Background: an optimization exercise with open tools, aiming at small area, a short achievable clock period and few clock cycles. Do not read the settings as production practice. Function was checked by simulation only, so behaviour that the tests miss may differ from the original.

## the reference run
Design lcs_diff, start of the top module:
module lcs_diff #(
    parameter N  = 16,
    parameter TW = 8
) (
    input  wire              clk,
    input  wire              rst,
    input  wire              cmd_valid,
    output wire              cmd_ready,
    input  wire [4:0]        a_len,
    input  wire [4:0]        b_len,
    input  wire [N*TW-1:0]   a_toks,
    input  wire [N*TW-1:0]   b_toks,
    output wire              out_valid,
    input  wire              out_ready,
    output wire [1:0]        out_op,
    output wire [3:0]        out_idx,
    output wire [4:0]        out_len
);
    localparam OP_REM  = 2'd0;
    localparam OP_ADD  = 2'd1;
    localparam OP_KEEP = 2'd2;
    localparam OP_END  = 2'd3;
    localparam E_IDLE = 3'd0;
    localparam E_DP   = 3'd2;
    localparam E_TB   = 3'd3;
    localparam E_EMB  = 3'd4;
    localparam E_DONE = 3'd5;
    localparam E_POST = 3'd6;    
    localparam P_UP1  = 2'd0;
    localparam P_DOWN = 2'd1;
  ...
Settings: LEC_CHECK=0, ABC_AREA=1, CAP_MARGIN=30, CORE_MARGIN=2, CORE_UTILIZATION=40, CTS_BUF_LIST=sky130_fd_sc_hd__clkbuf_8, SLEW_MARGIN=40; clock period 11.0 ns.
standard.sh (not shown) runs the stock make flow with config.mk's settings and CLKGATE_MAP_FILE= SYNTH_SCRIPT=/design/flow/synth_recipe.tcl, a recipe that flattens the netlist after the stock synthesis.
==> flow/flow/run.sh <==
#!/bin/bash
set -euo pipefail
bash standard.sh SETUP_SLACK_MARGIN=7.6 'BUFFER_PORTS_ARGS=-buffer_cell sky130_fd_sc_hd__buf_1' finish > make_finish.log 2>&1
Testbench counts of the reference run, summed over its fixed seeds: cycles 7,338.
For the trial run, these inputs were changed with respect to the reference run:
diff --git a/flow/design.v b/flow/design.v
--- a/flow/design.v
+++ b/flow/design.v
@@ -136,21 +136,21 @@
     reg [1:0]    pst;
     reg [2:0]    ptr_d1, ptr_d2, ptr_d3;
     reg          u_first, u_last;    
     reg          t_first, t_last;    
     reg          dum_r;              
     reg [TW-1:0] asel0, asel1;
     reg          av1;
     reg [15:0]   M0, M1;         
     reg [15:0]   Md0, Md1;       
     reg [15:0]   Dr1r;           
-    reg [15:0]   vst [0:8];
+    reg [15:0]   vst [0:7];
     reg [15:0]   T, X, Y, GB;
     reg          fail;
     reg [15:0]   PA_e, qthr;
     reg          w_busy;         
     reg          e_pend;         
     reg [4:0]    e_len;
     reg [15:0]   PAs, QBs;       
     reg [15:0]   Xr, sX;         
     reg [3:0]    xidx;           
     reg          hx, hx2;        
@@ -201,21 +201,21 @@
     wire [TW-1:0] opa0 = idle ? A[0] : asel0;
     wire [TW-1:0] opa1 = idle ? A[1] : asel1;
     wire          opv1 = idle ? (a_len != 5'd1) : av1;
     reg [15:0] cmp0, cmp1;
     always @(*) begin
         for (q = 0; q < N; q = q + 1) begin
             cmp0[q] = (B[q] == opa0);
             cmp1[q] = (B[q] == opa1) & opv1;
         end
     end
-    wire [15:0] vin = (e_st == E_TB) ? vst[2] : vst[0];
+    wire [15:0] vin = ((e_st == E_TB) ? vst[2] : vst[0]) | {16{u_first}};
     wire [15:0] V1 = dp_row(vin, M0);
     wire [15:0] V2 = dp_row(V1, M1);
     wire [15:0] Dr2 = ~vst[0] | {16{dum}};
     wire [15:0] Dr1 = Dr1r;
     wire        dum = dum_r;                      
     wire [15:0] c1  = (Md1 | Dr2) & T;
     wire [15:0] S1  = smear_dn(c1);
     wire [15:0] H1  = S1 & ~(S1 >> 1);
     wire        d1  = himatch(c1, Md1);
     wire [15:0] ycol = lowest(Y);
@@ -256,21 +256,21 @@
     wire [15:0] qt1  = h1 ? (z1 << 1) : qthr;
     wire [15:0] qt2  = h2 ? (z2 << 1) : qt1;
     wire [15:0] ey2  = h1 ? ey1b : ey1;
     wire [15:0] Y1   = h1 ? ((Y & ~ey1) | l1) : Y;
     wire [15:0] Y2   = h2 ? ((Y1 & ~ey2) | l2) : Y1;
     wire        emb_end = t_last || ((Y & qthr) == 16'd0);
     always @(*) begin
         e_st_n = e_st;
         case (e_st)
         E_IDLE: if (cmd_valid)
-                    e_st_n = (a_len == 5'd0 || b_len == 5'd0) ? E_DONE : E_DP;
+                    e_st_n = (a_len == 5'd0 || b_len == 5'd0) ? E_EMB : E_DP;
         E_DP:   if (u_last) e_st_n = E_TB;
         E_TB:   if (tb_last) e_st_n = E_POST;
         E_POST: if (fail) e_st_n = emb_end ? E_DONE : E_EMB;
                 else      e_st_n = handoff ? E_IDLE : E_DONE;
         E_EMB:  if (emb_end) e_st_n = E_DONE;
         E_DONE: if (handoff) e_st_n = E_IDLE;
         default: e_st_n = E_IDLE;
         endcase
         if (!cmd_valid) e_st_n = E_IDLE;
     end
@@ -284,25 +284,25 @@
         Md1    <= M1;
         Dr1r   <= ~V1;
         ptr_d3 <= ptr_d2;
         t_first <= u_first;
         t_last  <= u_last;
         dum_r   <= o_r && u_last;
         ptr_d1 <= pe;
         ptr_d2 <= idle ? 3'd0 : ptr_d1;
         u_first <= idle ? 1'b1 : (ptr_d1 == 3'd0);
         u_last  <= idle ? le2  : (ptr_d1 == pm1);
-        if (idle || e_st == E_DP) begin
-            vst[0] <= idle ? 16'hffff : V2;
-            for (q = 1; q < 9; q = q + 1) vst[q] <= vst[q-1];
+        if (e_st == E_DP) begin
+            vst[0] <= V2;
+            for (q = 1; q < 8; q = q + 1) vst[q] <= vst[q-1];
         end else begin
-            for (q = 0; q < 8; q = q + 1) vst[q] <= vst[q+1];
+            for (q = 0; q < 7; q = q + 1) vst[q] <= vst[q+1];
         end
         T    <= (e_st == E_TB) ? T2 : ~(16'hffff << b_len);
         GB   <= (e_st == E_TB) ? GB2 : 16'd0;
         qthr <= (e_st == E_EMB || (e_st == E_POST && fail)) ? qt2 : 16'hffff;
         case (e_st)
         E_IDLE: begin
             o_r   <= a_len[0];
             pm1   <= pm1_cur;
             X     <= 16'd0;
             Y     <= 16'd0;
Findings:
In the reports for the trial run and the reference run, the smaller area enclosed by the die boundary belongs to the trial run. In the trial run the fraction of area in registers turned out 0.63 points lower than in the reference run. Compare the trial run and the reference run | proportion of cell area spent on the clock network lower: the trial run. Taking the reference run as the reference, in the trial run final cell count went down 2.5%; largest buffer count on any clock path held; total routed wirelength went down 4.9%. Area fraction in and, or, nand and nor cells after synthesis (higher): the reference run. Going from the reference run to the trial run, final instance area went down by 350 um2, number of clock buffers in the layout went down by 9, register-to-register slack went down by 0.13 ns.
Testbench counts of the trial run, summed over its fixed seeds: cycles 7,338.

-- what the ideal ports hide --
The results above use ideal ports. As a check the final layouts listed here were re-extracted and re-timed, cells and wires unchanged.
Step 1 sets driving cells, clkbuf_16 on the clock port and buf_2 on the other inputs (assumed; they add their load-dependent delay and slew).
Step 2 times the ports against the registers' clock, not the clock port: input delays grow and output delays shrink by t, the midpoint of the rising clock arrivals with the driver on.
a / b / c = no drivers / after step 1 / after step 2; a / b = the first two.
run	shift t [ns]	slack for setup (ns)	worst setup path at the end	slew at the worst register clock pin (ns)	cell pins on the clock port's net
the reference run	0.740	7.379 / 7.322 / 6.936	input to register	0.07 / 0.07	1
the trial run	0.730	7.456 / 7.415 / 6.917	input to register	0.07 / 0.07	1
After both steps setup and hold are still met in every run listed. For the trial run, which loses most, drivers alone change the setup slack by -0.041 ns; drivers and shift together by -0.539 ns.
